This design comes from an exercise in tuning for small area on the open sky130 flow, not from production work.
At most, simulation tests tie the RTL to the original design; equivalence was not proved.

==> inputs of violet <==
==> flow/design.v (excerpt) <==
module ipc_rx_deframer (
    input  wire       clk,
    input  wire       rst,         
    input  wire       s_valid,
    output wire       s_ready,
    input  wire [7:0] s_data,
    output reg        m_valid,
    input  wire       m_ready,
    output wire [7:0] m_data,
    output wire       m_last,
    output reg        hdr_err,     
    output reg        crc_err      
);
    localparam integer K  = 4;           
    localparam integer D  = 35;          
    localparam integer DL = 32;
    localparam integer R  = (K - 1) * D + DL;    
    localparam integer JW = 2;           
    localparam integer OW = 6;           
    localparam [1:0] S_SEARCH = 2'd0, S_PARSE = 2'd1, S_DELIVER = 2'd2;
    function [15:0] crc_byte;
        input [15:0] acc_in;
        input [7:0]  b;
        integer k;
        reg [15:0] acc;
        begin
            acc = acc_in ^ {b, 8'h00};
            for (k = 0; k < 8; k = k + 1)
                acc = acc[15] ? ((acc << 1) ^ 16'h1021) : (acc << 1);
            crc_byte = acc;
        end
    endfunction
    function [OW-1:0] lfsr_step;
        input [OW-1:0] x;
        begin
            lfsr_step = {x[OW-2:0], x[OW-1] ^ x[OW-2]};
        end
    endfunction
    function [OW-1:0] lfsr_adv;
        input [OW-1:0] x;
        input integer  n;
        integer i;
        begin
            lfsr_adv = x;
            for (i = 0; i < n; i = i + 1)
  ...
export LEC_CHECK = 0
export CAP_MARGIN = 20
export CORE_MARGIN = 2
export CORE_UTILIZATION = 60
export CTS_BUF_LIST = sky130_fd_sc_hd__clkbuf_8
export CTS_CLUSTER_DIAMETER = 50
export CTS_CLUSTER_SIZE = 20
export PLACE_DENSITY = 0.75
export SLEW_MARGIN = 20
create_clock -name core_clock -period 12.0 [get_ports {clk}]
standard.sh (not shown) runs the stock make flow with config.mk's settings and CLKGATE_MAP_FILE= SYNTH_SCRIPT=/design/flow/synth_recipe.tcl, a recipe that flattens the netlist after the stock synthesis.
==> flow/flow/run.sh <==
#!/bin/bash
# The standard layout (standard.sh), with two changes to how it is made:
#  - CTS adds no dummy loads (sink clustering as in config.mk);
#  - ports are buffered with the smallest buffer.
export CTS_ARGS="-sink_clustering_enable -repair_clock_nets -dont_use_dummy_load -buf_list sky130_fd_sc_hd__clkbuf_8 -sink_clustering_size 20 -sink_clustering_max_diameter 50"
export BUFFER_PORTS_ARGS="-buffer_cell sky130_fd_sc_hd__buf_1"
bash standard.sh > standard.log 2>&1
==> inputs of willow, as changes to violet <==
--- a/flow/design.v
+++ b/flow/design.v
@@ -7,17 +7,17 @@
     output reg        m_valid,
     input  wire       m_ready,
     output wire [7:0] m_data,
     output wire       m_last,
     output reg        hdr_err,     
     output reg        crc_err      
 );
-    localparam integer K  = 4;           
-    localparam integer D  = 35;          
-    localparam integer DL = 32;
+    localparam integer K  = 3;           
+    localparam integer D  = 46;          
+    localparam integer DL = 45;
     localparam integer R  = (K - 1) * D + DL;    
     localparam integer JW = 2;           
     localparam integer OW = 6;           
     localparam [1:0] S_SEARCH = 2'd0, S_PARSE = 2'd1, S_DELIVER = 2'd2;
     function [15:0] crc_byte;
         input [15:0] acc_in;
         input [7:0]  b;
@@ -45,14 +45,15 @@
             for (i = 0; i < n; i = i + 1)
                 lfsr_adv = lfsr_step(lfsr_adv);
         end
     endfunction
     localparam [OW-1:0] O_START   = 1;
     localparam [OW-1:0] O_TAP     = lfsr_adv(O_START, D - 1);
     localparam [OW-1:0] O_START_L = lfsr_adv(O_START, D - DL);
+    localparam [OW-1:0] O_PRETAP  = lfsr_adv(O_START, D - 2);    
     function at_tap;
         input [JW+OW-1:0] p;
         begin
             at_tap = (p[OW-1:0] == O_TAP);
         end
     endfunction
     function [JW+OW-1:0] rot;
@@ -105,15 +106,15 @@
     end
     reg [1:0]  state;
     reg        inhdr;
     reg [1:0]  ms;              
     reg [7:0]  idx;
     reg        hi_nz;           
     reg [15:0] crc;
-    wire avail = (cp != tp) || full;
+    wire avail = !(at_tap(tp) && cp[JW+OW-1:OW] == tp[JW+OW-1:OW]) || full;
     wire go    = at_tap(cp) && avail;
     wire take  = go && (!m_valid || m_ready);
     assign m_data = crc[7:0];
     assign m_last = (state != S_DELIVER);
     wire        len_bad = hi_nz || (rdata[7] && rdata[6:0] != 7'd0);
     wire        f_lenlo = inhdr && idx == 8'd0;
     wire        f_last  = !inhdr && idx == 8'hFF;
@@ -133,15 +134,15 @@
             tp   <= {{JW{1'b0}}, O_START};
             full <= 1'b0;
         end else begin
             hp <= hp_n;
             cp <= cp_n;
             tp <= tp_n;
             if (wr && !drop)
-                full <= (tp_n == hp_n);
+                full <= (hp[OW-1:0] == O_PRETAP) && (hp[JW+OW-1:OW] == tp[JW+OW-1:OW]);
             else if (drop && !wr)
                 full <= 1'b0;
         end
     end
     always @(posedge clk) begin
         if (rst) begin
             state   <= S_SEARCH;
==> flow/flow/run.sh (replaced) <==
#!/bin/bash
# The standard layout (standard.sh), with two changes to how it is made:
#  - CTS adds no dummy loads and uses a smaller root buffer;
#  - ports are buffered with the smallest buffer.
export CTS_ARGS="-sink_clustering_enable -repair_clock_nets -dont_use_dummy_load -buf_list sky130_fd_sc_hd__clkbuf_8 -root_buf sky130_fd_sc_hd__clkbuf_4 -sink_clustering_size 20 -sink_clustering_max_diameter 50"
export BUFFER_PORTS_ARGS="-buffer_cell sky130_fd_sc_hd__buf_1"
bash standard.sh > standard.log 2>&1
==> inputs of garnet, as changes to violet <==
--- a/flow/design.v
+++ b/flow/design.v
@@ -2,16 +2,16 @@
     input  wire       clk,
     input  wire       rst,         
     input  wire       s_valid,
     output wire       s_ready,
     input  wire [7:0] s_data,
     output reg        m_valid,
     input  wire       m_ready,
-    output wire [7:0] m_data,
-    output wire       m_last,
+    output reg  [7:0] m_data,
+    output reg        m_last,
     output reg        hdr_err,     
     output reg        crc_err      
 );
     localparam integer K  = 4;           
     localparam integer D  = 35;          
     localparam integer DL = 32;
     localparam integer R  = (K - 1) * D + DL;    
@@ -26,48 +26,30 @@
         begin
             acc = acc_in ^ {b, 8'h00};
             for (k = 0; k < 8; k = k + 1)
                 acc = acc[15] ? ((acc << 1) ^ 16'h1021) : (acc << 1);
             crc_byte = acc;
         end
     endfunction
-    function [OW-1:0] lfsr_step;
-        input [OW-1:0] x;
-        begin
-            lfsr_step = {x[OW-2:0], x[OW-1] ^ x[OW-2]};
-        end
-    endfunction
-    function [OW-1:0] lfsr_adv;
-        input [OW-1:0] x;
-        input integer  n;
-        integer i;
-        begin
-            lfsr_adv = x;
-            for (i = 0; i < n; i = i + 1)
-                lfsr_adv = lfsr_step(lfsr_adv);
-        end
-    endfunction
-    localparam [OW-1:0] O_START   = 1;
-    localparam [OW-1:0] O_TAP     = lfsr_adv(O_START, D - 1);
-    localparam [OW-1:0] O_START_L = lfsr_adv(O_START, D - DL);
     function at_tap;
         input [JW+OW-1:0] p;
         begin
-            at_tap = (p[OW-1:0] == O_TAP);
+            if (p[JW+OW-1:OW] == K - 1)
+                at_tap = (p[OW-1:0] == DL - 1);
+            else
+                at_tap = (p[OW-1:0] == D - 1);
         end
     endfunction
     function [JW+OW-1:0] rot;
         input [JW+OW-1:0] p;
         begin
             if (at_tap(p))
-                rot = (p[JW+OW-1:OW] == K - 1) ? {{JW{1'b0}}, O_START} :
-                      (p[JW+OW-1:OW] == K - 2) ? {p[JW+OW-1:OW] + 1'b1, O_START_L} :
-                                                 {p[JW+OW-1:OW] + 1'b1, O_START};
+                rot = {(p[JW+OW-1:OW] == K - 1) ? {JW{1'b0}} : p[JW+OW-1:OW] + 1'b1, {OW{1'b0}}};
             else
-                rot = {p[JW+OW-1:OW], lfsr_step(p[OW-1:0])};
+                rot = {p[JW+OW-1:OW], p[OW-1:0] + 1'b1};
         end
     endfunction
     reg  [JW+OW-1:0] hp, cp, tp;       
     reg              full;
     reg       ib_v;
     reg [7:0] ib;
     wire wr     = ib_v && at_tap(tp) && !full;      
@@ -107,34 +89,32 @@
     reg        inhdr;
     reg [1:0]  ms;              
     reg [7:0]  idx;
     reg        hi_nz;           
     reg [15:0] crc;
     wire avail = (cp != tp) || full;
     wire go    = at_tap(cp) && avail;
-    wire take  = go && (!m_valid || m_ready);
-    assign m_data = crc[7:0];
-    assign m_last = (state != S_DELIVER);
+    wire take  = go && (state != S_DELIVER || !m_valid || m_ready);
     wire        len_bad = hi_nz || (rdata[7] && rdata[6:0] != 7'd0);
     wire        f_lenlo = inhdr && idx == 8'd0;
-    wire        f_last  = !inhdr && idx == 8'hFF;
+    wire        f_last  = !inhdr && idx == 8'd0;
     wire [15:0] crc_n   = crc_byte(crc, rdata);
     reg drop, jump;
     always @(*) begin
         drop = take && (state != S_PARSE);
         jump = take && state == S_PARSE && ((f_lenlo && len_bad) || f_last);
     end
     wire [JW+OW-1:0] hp_n = drop ? hp : rot(hp);
     wire [JW+OW-1:0] tp_n = wr ? tp : rot(tp);
     wire [JW+OW-1:0] cp_n = jump ? hp_n : (take ? cp : rot(cp));
     always @(posedge clk) begin
         if (rst) begin
-            hp   <= {{JW{1'b0}}, O_START};
-            cp   <= {{JW{1'b0}}, O_START};
-            tp   <= {{JW{1'b0}}, O_START};
+            hp   <= {(JW+OW){1'b0}};
+            cp   <= {(JW+OW){1'b0}};
+            tp   <= {(JW+OW){1'b0}};
             full <= 1'b0;
         end else begin
             hp <= hp_n;
             cp <= cp_n;
             tp <= tp_n;
             if (wr && !drop)
                 full <= (tp_n == hp_n);
@@ -187,23 +167,24 @@
             if (state == S_SEARCH) begin
                 inhdr <= 1'b1;
                 idx   <= 8'd6;
                 crc   <= 16'd0;
             end else begin
                 if (f_lenlo) begin
                     inhdr <= 1'b0;
-                    idx   <= rdata;
+                    idx   <= rdata + 8'd1;
                 end else if (f_last) begin
                     inhdr <= 1'b1;
                     idx   <= 8'd6;
                 end else
                     idx   <= idx - 8'd1;
                 if (inhdr && idx == 8'd1)
                     hi_nz <= (rdata != 8'd0);
-                if (state == S_DELIVER)
-                    crc[7:0] <= rdata;
-                else
-                    crc <= crc_n;
+                crc <= crc_n;
+            end
+            if (state == S_DELIVER) begin
+                m_data <= rdata;
+                m_last <= f_last;
             end
         end
     end
 endmodule
ABC_AREA = 1   (was default)
==> run notes <==
quantity	willow	violet	garnet
Status	complete, no violations	complete, no violations	complete, no violations
Arrival time at the worst endpoint	2.03 ns	5.38 ns	2.22 ns
Hold wc startpoint	ring[816]	ring[662]	ring[627]
Post-synthesis share of cell area spent on xor and xnor gates	1.25%	1.49%	0.828%
Area overhead of the layout relative to synthesis	6.24%	6.48%	6.59%
Pin count of the biggest net entering global routing	35	30	27
Fin area	27700 um2	28100 um2	29100 um2
Number of tapcells	585	585	600
Number of buffers inserted during clock tree synthesis	71	72	74
Met1 usage	20.8%	22.2%	25.0%
Global-route wire length before repair	50.4 mm	53.1 mm	62.6 mm
Detail-routed net length per standard cell	14.2 um	15.1 um	15.2 um
Mean instance size in the synthesized netlist	17.4 um2	16.9 um2	14.6 um2
Top Usage Layer GRT	met1	met2	met2
Routed wl met2	12.4 mm	14.1 mm	16.4 mm
Kind of start point of the critical path	flop	input port	flop
For garnet, only the layout was checked, not whether the RTL still works.

## afterwards: timing with drivers on the ports
The flow's constraints put no driver on any port. The routed layouts listed below were extracted and timed again, unchanged, in two steps. Step 1 (the two cells are an assumption about what drives the block):
set clk [get_ports {clk}]
set_driving_cell -lib_cell sky130_fd_sc_hd__clkbuf_16 $clk
set_driving_cell -lib_cell sky130_fd_sc_hd__buf_2 [delete_from_list [all_inputs] $clk]
Step 2 adds t to the input delays and takes it off the output delays; t is the mean of the earliest and latest rising clock arrival at the registers after step 1. Input paths then give back, and output paths get back, about the clock's delay inside the block. a / b / c = no drivers / after step 1 / after step 2; a / b = the first two.
run	shift t [ns]	setup slack, ns	worst setup path after step 2
violet	0.645	7.105 / 7.127 / 6.482	input to register
willow	0.804	7.566 / 7.521 / 7.297	input to register
garnet	0.698	7.380 / 7.328 / 7.630	input to register
After both steps every run listed still meets setup and hold. The setup slack of violet, which loses most, moves by +0.022 ns with the drivers and by -0.623 ns with both steps.
